Background: an optimization exercise with open tools, aiming at small area, a short achievable clock period and few clock cycles. Do not read the settings as production practice. Only simulation tests tie the RTL to the original design; equivalence was not proved. Power and IR drop assume default switching activity.

### run.sh
#!/bin/bash
# synth_recipe.tcl (not shown) runs the flow's synth.tcl, then flattens the netlist and writes it again
# the make line also repeats each setting of config.mk as NAME=value (left out here)
make -C /OpenROAD-flow-scripts/flow DESIGN_CONFIG=/design/flow/config.mk WORK_HOME=/design/flow/orfs CLKGATE_MAP_FILE= SYNTH_SCRIPT=/design/flow/synth_recipe.tcl finish
### config.mk
export PLATFORM = sky130hd
export DESIGN_NAME = softsynth_core
export DESIGN_NICKNAME = softsynth_core
export VERILOG_FILES = /design/flow/design.v
export SDC_FILE = /design/flow/constraint.sdc
export NUM_CORES = 4
export LEC_CHECK = 0
export CAP_MARGIN = 20
export CORE_MARGIN = 2
export CORE_UTILIZATION = 40
export SLEW_MARGIN = 20
### constraint.sdc
create_clock -name core_clock -period 12.0 [get_ports {clk}]
set_input_delay 2.4000 -clock core_clock [delete_from_list [all_inputs] [get_ports {clk}]]
set_output_delay 2.4000 -clock core_clock [all_outputs]
set_load 0.01 [all_outputs]
### design.v
module ss_voice (
    input  wire        clk,
    input  wire        clear,       
    input  wire        adv,         
    input  wire        sf,          
    input  wire        stop,        
    input  wire        sv,          
    input  wire [15:0] arg,
    input  wire [15:0] ms_a,
    input  wire [15:0] ms_d,
    input  wire [15:0] ms_r,
    input  wire        j_load_T,    
    input  wire        j_setup,     
    input  wire        j_rc,        
    input  wire        j_wr_qm,     
    input  wire        j_wr_sus,    
    input  wire        j_wr_v,      
    input  wire [14:0] md_q,
    input  wire [15:0] md_r,
    output wire [14:0] vol,
    output wire [15:0] smp,
    output wire        trans,       
    output wire        ramp_ad,     
    output wire        t_zero,      
    output wire [15:0] t_out,
    output wire [15:0] e_out,
    output wire [14:0] m_out
);
    localparam [2:0] T_STOP = 3'd0, T_ATTACK = 3'd1, T_DECAY = 3'd2,
                     T_SUSTAIN = 3'd3, T_RELEASE = 3'd4;
    reg [15:0] freq;
    reg [14:0] osc_vol;
    reg [15:0] phase;
    reg [14:0] peak;
    reg [14:0] sus;
    reg [2:0]  tag;
    reg [14:0] from;
    reg [21:0] ticks_rem;
    reg [5:0]  sub;
    reg [2:0]  s;
    reg [15:0] e;
    reg [15:0] t;
    reg        neg;
    reg [14:0] V;
    reg [15:0] r;
    reg [15:0] qs;      
    reg [15:0] rm;
    assign vol = osc_vol;
    assign smp = (freq == 16'd0) ? 16'd0 :
                 (phase < 16'd24000) ? {1'b0, osc_vol} : (16'd0 - {1'b0, osc_vol});
    wire is_a = (tag == T_ATTACK);
    wire is_d = (tag == T_DECAY);
    wire is_r = (tag == T_RELEASE);
    wire is_ramp = is_a | is_d | is_r;
    wire tr_zero = (ticks_rem == 22'd0);
    assign trans   = is_a & tr_zero;
    assign ramp_ad = is_a | is_d;
    assign t_out   = t;
    assign e_out   = e;
    wire [14:0] to_cur   = is_a ? peak : is_d ? sus : 15'd0;
    wire [14:0] from_cur = is_d ? peak : from;
    wire [15:0] diff     = {1'b0, to_cur} - {1'b0, from_cur};
    wire        m_neg    = diff[15];
    assign m_out = m_neg ? (15'd0 - diff[14:0]) : diff[14:0];
    wire [15:0] ms_cur = is_a ? ms_a : is_d ? ms_d : ms_r;
    wire [21:0] T_cur  = {ms_cur, 5'd0} + {1'b0, ms_cur, 4'd0};
    reg [2:0] s_calc;
    always @(*) begin
        if (ticks_rem[21])      s_calc = 3'd6;
        else if (ticks_rem[20]) s_calc = 3'd5;
        else if (ticks_rem[19]) s_calc = 3'd4;
        else if (ticks_rem[18]) s_calc = 3'd3;
        else if (ticks_rem[17]) s_calc = 3'd2;
        else if (ticks_rem[16]) s_calc = 3'd1;
        else                    s_calc = 3'd0;
    end
    wire [21:0] t_calc = ticks_rem >> s_calc;
    assign t_zero = tr_zero;
    wire [5:0] mask = ~(6'h3f << s);
    wire       roll = (sub == mask);
    wire [16:0] r_sum  = {1'b0, r} + {1'b0, rm};
    wire [17:0] r_dif  = {1'b0, r_sum} - {2'b0, t};
    wire        c      = ~r_dif[17];
    wire [15:0] v_a    = {1'b0, V} + qs;
    wire [15:0] v_b    = {1'b0, V} + qs + 16'd1;
    wire [14:0] v_next = (c ^ neg) ? v_b[14:0] : v_a[14:0];
    wire [15:0] r_next = c ? r_dif[15:0] : r_sum[15:0];
    wire [16:0] ph_sum = {1'b0, phase} + {1'b0, freq};
    wire [17:0] ph_s1  = {1'b0, ph_sum} - 18'd48000;
    wire [17:0] ph_s2  = {1'b0, ph_sum} - 18'd96000;
    wire [15:0] ph_next = !ph_s2[17] ? ph_s2[15:0] : !ph_s1[17] ? ph_s1[15:0] : ph_sum[15:0];
    wire [14:0] v_wr = neg ? (from_cur - md_q) : (from_cur + md_q);
    always @(posedge clk) begin
        if (clear) begin
            freq    <= 16'd0;
            osc_vol <= 15'd0;
            phase   <= 16'd0;
            peak    <= 15'd0;
            sus     <= 15'd0;
            tag     <= T_STOP;
        end else begin
            if (sf) begin
                freq  <= arg;
                tag   <= T_ATTACK;
                from  <= osc_vol;
                V     <= osc_vol;
                r     <= 16'd0;
                e     <= 16'd0;
                sub   <= 6'd0;
            end
            if (stop) begin
                tag   <= T_RELEASE;
                from  <= osc_vol;
                V     <= osc_vol;
                r     <= 16'd0;
                e     <= 16'd0;
                sub   <= 6'd0;
            end
            if (sv)
                peak <= arg[15] ? 15'd0 : arg[14:0];
            if (adv) begin
                if (is_ramp) begin
                    osc_vol <= V;
                    if (tr_zero) begin
                        if (is_a) begin
                            tag <= T_DECAY;
                            V   <= peak;
                            r   <= 16'd0;
                            e   <= 16'd0;
                            sub <= 6'd0;
                        end else if (is_d) begin
                            tag <= T_SUSTAIN;
                        end else begin
                            tag  <= T_STOP;
                            freq <= 16'd0;
                        end
                    end else begin
                        ticks_rem <= ticks_rem - 22'd1;
                        if (roll) begin
                            sub <= 6'd0;
                            e   <= e + 16'd1;
                            V   <= v_next;
                            r   <= r_next;
                        end else begin
                            sub <= sub + 6'd1;
                        end
                    end
                end
                if (!(is_r && tr_zero))
                    phase <= ph_next;
            end
            if (j_load_T)
                ticks_rem <= T_cur;
            if (j_setup) begin
                s   <= s_calc;
                t   <= t_calc[15:0];
                neg <= m_neg;
                if (tr_zero)
                    V <= to_cur;
            end
            if (j_rc) begin
                neg <= m_neg;
                if (tr_zero)
                    V <= to_cur;
            end
            if (j_wr_qm) begin
                qs <= neg ? ~{1'b0, md_q} : {1'b0, md_q};
                rm <= md_r;
            end
            if (j_wr_sus)
                sus <= md_q;
            if (j_wr_v) begin
                V <= v_wr;
                r <= md_r;
            end
        end
    end
endmodule
module softsynth_core (
    input  wire        clk,
    input  wire        rst,             
    input  wire        cmd_valid,
    output wire        cmd_ready,
    input  wire [31:0] cmd,
    input  wire [15:0] cfg_attack_ms0,
    input  wire [15:0] cfg_decay_ms0,
    input  wire [15:0] cfg_release_ms0,
    input  wire [15:0] cfg_sustain0,
    input  wire [15:0] cfg_attack_ms1,
    input  wire [15:0] cfg_decay_ms1,
    input  wire [15:0] cfg_release_ms1,
    input  wire [15:0] cfg_sustain1,
    output reg  [15:0] out_sample,
    output reg         out_valid,
    output wire [31:0] out_rsp,
    output wire [7:0]  fault_code,
    output wire        fault
);
    localparam [7:0] OP_SET_FREQ    = 8'h01,
                     OP_SET_VOL     = 8'h02,
                     OP_VOL         = 8'h03,
                     OP_GET         = 8'h04,
                     OP_ADVANCE     = 8'h05,
                     OP_STOP        = 8'h06,
                     OP_STEP        = 8'h07,
                     OP_VOICE_RESET = 8'h08,
                     OP_MOD_SETVOL  = 8'h10,
                     OP_MOD_START   = 8'h11,
                     OP_MOD_STOP    = 8'h12,
                     OP_MIX_LEN     = 8'h30,
                     OP_TICK        = 8'h40,
                     OP_RESET       = 8'h7F;
    wire [7:0]  op  = cmd[31:24];
    wire [7:0]  tgt = cmd[23:16];
    wire [15:0] arg = cmd[15:0];
    reg         ready;
    reg  [15:0] rsp_lo;
    reg         rsp_hi;
    reg         flt;
    assign cmd_ready  = ready;
    assign out_rsp    = {{16{rsp_hi}}, rsp_lo};
    assign fault_code = {5'd0, flt, flt, 1'b0};
    assign fault      = flt;
    wire accept = cmd_valid && ready;
    wire tgt_ok   = (tgt == 8'd0) || (tgt == 8'd1);
    wire arg_zero = (arg == 16'd0);
    reg  legal;
    always @(*) begin
        case (op)
            OP_SET_FREQ, OP_SET_VOL, OP_MOD_SETVOL, OP_MOD_START:
                legal = tgt_ok;
            OP_VOL, OP_GET, OP_ADVANCE, OP_STOP, OP_STEP, OP_VOICE_RESET, OP_MOD_STOP:
                legal = tgt_ok && arg_zero;
            OP_MIX_LEN, OP_TICK, OP_RESET:
                legal = (tgt == 8'd0) && arg_zero;
            default:
                legal = 1'b0;
        endcase
    end
    wire do_cmd   = accept && legal;
    wire is_reset = rst || (do_cmd && op == OP_RESET);
    wire is_tick  = do_cmd && (op == OP_TICK);
    wire sel0 = (tgt[0] == 1'b0);
    wire sel1 = (tgt[0] == 1'b1);
    wire c_set_freq = do_cmd && (op == OP_SET_FREQ || op == OP_MOD_START);
    wire c_set_vol  = do_cmd && (op == OP_SET_VOL  || op == OP_MOD_SETVOL);
    wire c_stop     = do_cmd && (op == OP_STOP     || op == OP_MOD_STOP);
    wire c_advance  = do_cmd && (op == OP_ADVANCE  || op == OP_STEP);
    wire c_vreset   = do_cmd && (op == OP_VOICE_RESET);
    wire adv0 = (c_advance && sel0) || is_tick;
    wire adv1 = (c_advance && sel1) || is_tick;
    localparam [2:0] J_IDLE = 3'd0, J_R1 = 3'd1, J_R2 = 3'd2, J_RUN = 3'd3,
                     J_C1 = 3'd4, J_C2 = 3'd5;
    localparam [1:0] D_QM = 2'd0, D_SUS = 2'd1, D_QMC = 2'd2, D_V = 2'd3;
    reg  [2:0]  jst;
    reg  [1:0]  jdst;
    reg         jv;
    reg         pend1;
    reg  [3:0]  cnt;
    reg  [14:0] mA;
    reg  [15:0] mB;
    reg  [15:0] mR;
    reg  [14:0] mQ;
    wire [15:0] t0, t1, e0, e1;
    wire [14:0] m0, m1;
    wire        tz0, tz1, rad0, rad1, trans0, trans1;
    wire [15:0] tt    = (jdst == D_SUS) ? 16'd32767 : (jv ? t1 : t0);
    wire [17:0] md_s  = {1'b0, mR, 1'b0} + (mA[14] ? {2'b0, mB} : 18'd0);
    wire [18:0] md_d1 = {1'b0, md_s} - {3'b0, tt};
    wire [18:0] md_d2 = {1'b0, md_s} - {2'b0, tt, 1'b0};
    wire [1:0]  md_k  = !md_d2[18] ? 2'd2 : !md_d1[18] ? 2'd1 : 2'd0;
    wire [15:0] md_rn = !md_d2[18] ? md_d2[15:0] : !md_d1[18] ? md_d1[15:0] : md_s[15:0];
    wire [14:0] md_qn = {mQ[13:0], 1'b0} + {13'd0, md_k};
    wire md_last = (jst == J_RUN) && (cnt == 4'd14);
    wire jv_tz   = jv ? tz1 : tz0;
    wire jv_rad  = jv ? rad1 : rad0;
    wire [14:0] jv_m = jv ? m1 : m0;
    wire [15:0] jv_e = jv ? e1 : e0;
    wire st_r1   = (jst == J_R1);
    wire st_r2   = (jst == J_R2);
    wire st_c1   = (jst == J_C1);
    wire wr_qm   = md_last && (jdst == D_QM || jdst == D_QMC);
    wire wr_sus  = md_last && (jdst == D_SUS);
    wire wr_v    = md_last && (jdst == D_V);
    wire job_sv     = c_set_vol;
    wire job_ramp0  = (c_set_freq || c_stop) && sel0 || adv0 && trans0;
    wire job_ramp1  = (c_set_freq || c_stop) && sel1 || adv1 && trans1;
    wire [15:0] sn = sel1 ? (cfg_sustain1[15] ? 16'd0 : cfg_sustain1)
                          : (cfg_sustain0[15] ? 16'd0 : cfg_sustain0);
    wire finish = (st_r2 && jv_tz) || (md_last && (jdst == D_QM || jdst == D_V)) ||
                  (md_last && jdst == D_SUS && !jv_rad) || (st_c1 && jv_tz);
    always @(posedge clk) begin
        if (is_reset) begin
            jst   <= J_IDLE;
            pend1 <= 1'b0;
            ready <= 1'b1;
        end else if (jst == J_IDLE) begin
            if (job_sv) begin
                jst   <= J_RUN;
                jdst  <= D_SUS;
                jv    <= sel1;
                mA    <= arg[15] ? 15'd0 : arg[14:0];
                mB    <= sn;
                mR    <= 16'd0;
                mQ    <= 15'd0;
                cnt   <= 4'd0;
                ready <= 1'b0;
            end else if (job_ramp0) begin
                jst   <= J_R1;
                jv    <= 1'b0;
                pend1 <= job_ramp1;
                ready <= 1'b0;
            end else if (job_ramp1) begin
                jst   <= J_R1;
                jv    <= 1'b1;
                ready <= 1'b0;
            end
        end else begin
            case (jst)
                J_R1: jst <= J_R2;
                J_R2, J_C1, J_C2: begin
                    mA   <= jv_m;
                    mB   <= (jst == J_C2) ? jv_e : 16'd1;
                    mR   <= 16'd0;
                    mQ   <= 15'd0;
                    cnt  <= 4'd0;
                    jdst <= (jst == J_R2) ? D_QM : (jst == J_C1) ? D_QMC : D_V;
                    jst  <= J_RUN;
                end
                default: begin  
                    mA  <= {mA[13:0], 1'b0};
                    mR  <= md_rn;
                    mQ  <= md_qn;
                    cnt <= cnt + 4'd1;
                    if (md_last) begin
                        if (jdst == D_SUS)
                            jst <= J_C1;
                        else if (jdst == D_QMC)
                            jst <= J_C2;
                    end
                end
            endcase
            if (finish) begin
                if (pend1) begin
                    jst   <= J_R1;
                    jv    <= 1'b1;
                    pend1 <= 1'b0;
                end else begin
                    jst   <= J_IDLE;
                    ready <= 1'b1;
                end
            end
        end
    end
    wire [15:0] smp0, smp1;
    wire [14:0] vol0, vol1;
    ss_voice u_voice0 (
        .clk(clk),
        .clear(is_reset || (c_vreset && sel0)),
        .adv(adv0),
        .sf(c_set_freq && sel0),
        .stop(c_stop && sel0),
        .sv(c_set_vol && sel0),
        .arg(arg),
        .ms_a(cfg_attack_ms0), .ms_d(cfg_decay_ms0), .ms_r(cfg_release_ms0),
        .j_load_T(st_r1 && !jv),
        .j_setup(st_r2 && !jv),
        .j_rc(st_c1 && !jv),
        .j_wr_qm(wr_qm && !jv),
        .j_wr_sus(wr_sus && !jv),
        .j_wr_v(wr_v && !jv),
        .md_q(md_qn), .md_r(md_rn),
        .vol(vol0), .smp(smp0), .trans(trans0), .ramp_ad(rad0), .t_zero(tz0),
        .t_out(t0), .e_out(e0), .m_out(m0)
    );
    ss_voice u_voice1 (
        .clk(clk),
        .clear(is_reset || (c_vreset && sel1)),
        .adv(adv1),
        .sf(c_set_freq && sel1),
        .stop(c_stop && sel1),
        .sv(c_set_vol && sel1),
        .arg(arg),
        .ms_a(cfg_attack_ms1), .ms_d(cfg_decay_ms1), .ms_r(cfg_release_ms1),
        .j_load_T(st_r1 && jv),
        .j_setup(st_r2 && jv),
        .j_rc(st_c1 && jv),
        .j_wr_qm(wr_qm && jv),
        .j_wr_sus(wr_sus && jv),
        .j_wr_v(wr_v && jv),
        .md_q(md_qn), .md_r(md_rn),
        .vol(vol1), .smp(smp1), .trans(trans1), .ramp_ad(rad1), .t_zero(tz1),
        .t_out(t1), .e_out(e1), .m_out(m1)
    );
    wire signed [16:0] mix_sum = $signed({smp0[15], smp0}) + $signed({smp1[15], smp1});
    wire        [15:0] mix_sat = (mix_sum > 17'sd32767)  ? 16'h7FFF :
                                 (mix_sum < -17'sd32768) ? 16'h8000 : mix_sum[15:0];
    wire [14:0] sel_vol = sel1 ? vol1 : vol0;
    wire [15:0] sel_smp = sel1 ? smp1 : smp0;
    always @(posedge clk) begin
        if (is_reset) begin
            out_sample <= 16'd0;
            out_valid  <= 1'b0;
            rsp_lo     <= 16'd0;
            rsp_hi     <= 1'b0;
            flt        <= 1'b0;
        end else if (accept) begin
            if (!legal) begin
                flt <= 1'b1;
            end else begin
                case (op)
                    OP_VOL: begin
                        rsp_lo <= {1'b0, sel_vol};
                        rsp_hi <= 1'b0;
                    end
                    OP_GET, OP_STEP: begin
                        rsp_lo <= sel_smp;
                        rsp_hi <= 1'b0;
                    end
                    OP_MIX_LEN: begin
                        rsp_lo <= 16'hFFFF;
                        rsp_hi <= 1'b1;
                    end
                    OP_TICK: begin
                        out_sample <= mix_sat;
                        out_valid  <= 1'b1;
                    end
                    default: ;
                endcase
            end
        end
    end
endmodule
==> notes.md <==
==> power by group <==
part           switching [W]  total (W)  internal, W  leakage [nW]
logic                0.00151    0.00238     0.000870          13.4
clock network       0.000925    0.00228      0.00136          1.18
registers          0.0000871    0.00230      0.00221          4.80
==> metrics by stage <==
stage          cells  setup WS, ns
2_1_floorplan   5215          4.10
3_3_place_gp    6741          2.67
3_5_place_dp    6741          2.54
4_1_cts         6866          2.52
5_1_grt         6868          1.78
6_report        6871          2.42
==> layout make-up <==
cell class | count | area, um^2
antenna | 5 | 12.5
clock buffer | 85 | 1900
clock inverter | 40 | 520
fill | 10795 | 60000
inverter | 201 | 754
multi-input combinational | 4209 | 28100
sequential | 550 | 14500
tap | 1488 | 1860
timing repair buffer | 293 | 2730
==> cells in the final DEF (no fill, tap or decap), types with 197 or more instances in the layout <==
master and instances:
xnor2_1 244, clkdlybuf4s50_1 214, o21ai_0 298, nor2_1 543, inv_1 197, dfxtp_1 200, ha_1 304, edfxtp_1 350
nand2_1 529, a21oi_1 469
==> routing by layer <==
layer / up-vias / wire (um)
li1: 19366 / -
met2: 1536 / 67300
met5: - / 17
met1: 19446 / 69700
met4: 2 / 4550
met3: 248 / 12600
==> how the worst max path moves through the flow <==
stage	startpoint	to	cells after the start
after detailed placement	mA[14]	u_voice1.V[14]	31
after floorplan	mA[14]	u_voice1.V[14]	32
after CTS	mA[14]	u_voice1.V[14]	31
after global placement	mA[14]	u_voice1.V[14]	30
final	mA[14]	u_voice1.V[14]	30
after global routing	mA[14]	u_voice1.V[14]	31
==> cell families (layout without fill, tap and decap cells) <==
group	after synthesis	in the layout	share of synthesized area, %
and+or+nand+nor	1736	1736	18.3
other	1	11	0.00846
DFF	550	550	32.7
xor gates and xnor gates	400	400	7.90
adders and majority gates	323	323	9.41
AOI/OAI and AO/OA	1540	1540	22.4
muxes	204	204	5.02
buffers and inverters	456	619	4.21
==> critical path, delay by kind of cell (launching register included) <==
family	cells	cell delay, ns
AOI/OAI and AO/OA	12	3.49
xor gates and xnor gates	4	1.33
adders and majority gates	6	1.88
buffers and inverters	1	0.25
DFF	1	0.59
and+or+nand+nor	7	1.76
==> flow_metrics.py <==
metrics = {
    "power": {
        "p_leak_nw": 19.4,
        "ir_drop_mv": 0.112,
        "report.power.total_w": 0.00696,
        "powerDensity_mw_per_mm2": 138,
    },
    "synth": {
        "synth_top_cells_by_count": "555 x nor2_1, 529 x nand2_1, 470 x a21oi_1, 350 x edfxtp_1, 304 x ha_1",
        "ys.flop_type": "edfxtp_1",
        "synth.most_common_cell": "nor2_1",
        "synth_seq_cells": 550,
        "synth_area_leaders": "edfxtp_1 24%, dfxtp_1 9.0%, ha_1 8.6%, a21oi_1 5.3%, xnor2_1 4.8%",
        "postSynth.asyncResetShare_pct": 0,
        "synth.cell_area_mm2": 0.0443,
        "synth_edf_count": 350,
        "synth_top_area_share_pct": 23.7,
        "syn_inst": 5210,
        "yosysTopAreaCell": "edfxtp_1",
        "ys_types": 115,
        "post_synth.cell_area_avg_um2": 8.51,
        "yosysSeqAreaShare_pct": 32.7,
        "synth_warnings": 2,
    },
    "floorplan": {
        "start_util_pct": 40.2,
        "dieArea_mm2": 0.114,
        "die_y_um": 337,
        "num_rows": 122,
        "die_x_um": 337,
        "core_mm2": 0.110,
        "ios": 222,
    },
    "setup_path": {
        "rr_worst_depth": 30,
        "r2r-end": "u_voice1.V[14]",
        "max_stage_delay_ns": 0.85,
        "crit_path_end_kind": "flip-flop",
        "required_ns": 12.39,
        "crit_top_cell": "ha_1",
        "crit_type": "reg2reg",
        "worst_setup_path_start_kind": "flip-flop",
        "crit_path_top_delay_cell": "xnor2_1",
        "arrival_ns": 9.97,
        "rrSetupSlack_ns": 2.42,
        "r2r_start": "mA[14]",
        "critical_path.max_fanout": 19,
    },
    "clock_network": {
        "ctsHoldBuffers": 0,
        "clk_latency_ns": 0.65,
        "cts-root-buf": "clkbuf_16",
        "numCtsBuffers": 68,
        "path_clk_slew_ns": 0.07,
        "cts.sinks": 550,
        "post_cts_buffers": 0,
        "clockBufferDepth": 3,
        "cts-resized-gates": 0,
        "htree_levels": 3,
        "cts_tree": "done",
    },
    "detailed_routing": {
        "ant_nets": 0,
        "dr_total_vias": 40598,
        "wl_per_cell_um": 22.4,
        "route.detailed.drc": 0,
        "first_pass_iters": 7,
        "drtIter0Drc": 4216,
        "wl_um": 154000,
        "viasPerCell": 5.91,
    },
    "worst_hold_path": {
        "holdPathEnd": "u_voice1.phase[4]",
        "worstHoldPathCells": 2,
        "min-delay-path-class": "reg2reg",
        "hp-start": "u_voice1.phase[4]",
    },
    "place": {
        "numPortBuffers": 215,
        "dp_hpwl_um": 119000,
        "place_congestion": 0.952,
        "place_area_mm2": 0.0479,
    },
    "global_routing": {
        "grt_pass1_wl_um": 231000,
        "busiest_layer": "met2",
        "grt.met3_usage_pct": 4.23,
        "grt_max_degree": 55,
        "gr-usage-met2_pct": 41.1,
        "antenna_found_initial": 6,
        "grt_pass1_vias": 37523,
        "met1_usage_pct": 37.8,
        "grt_use_total_pct": 26.5,
        "grt-ovfl-total": 0,
    },
    "cells_and_area": {
        "final_nets": 5808,
        "finish.instance_area_mm2": 0.0504,
        "syn_to_final_growth_pct": 13.6,
        "reg_top3": "u_voice0.ticks_rem x22, u_voice1.ticks_rem x22",
        "drive_above_1_share_pct": 5.93,
        "utilization_pct": 45.7,
    },
    "timing": {
        "grt_setup_unrepaired": "false",
        "timing.hold.ws_ns": 0.458,
        "finalSetupViolCount": 0,
        "clock_skew_ns": 0.0409,
        "timing.final.crit_share_pct": 79.8,
        "slew_viol_final": 0,
        "final.setup.tns_ns": 0,
        "hold_violations": 0,
        "maxSlewHeadroom_pct": 22.0,
        "max_freq_ghz": 0.104,
        "tightest_slew_ns": 1.17,
        "min_period_ns": 9.58,
    },
    "status": {
        "outcome": "complete, no violations",
    },
    "run": {
        "maxCapViolations": 0,
    },
}
Testbench counts, summed over its fixed seeds: cycles 76,390.

[port drivers added, routing unchanged]
Ports are ideal in the flow. The routed layout listed here was re-timed in OpenROAD.
Step 1: set_driving_cell puts a clkbuf_16 on clk and a buf_2 on each other input, an assumption about the parent block.
Step 2 times the ports against the registers' clock, not the clock port: input delays grow and output delays shrink by t, the midpoint of the rising clock arrivals with the driver on.
a / b / c = ideal / step 1 / step 2; a / b = the first two.
shift t [ns]: 0.707
slack for setup (ns): 2.419 / 2.419 / 2.419
hold WS [ns]: 0.458 / 0.458 / 0.458
worst setup path after step 2: register to register
cell pins on the clock port's net: 1
After both steps this run still meets setup and hold. For this run, drivers alone change the setup slack by 0.000 ns; drivers and shift together by 0.000 ns.
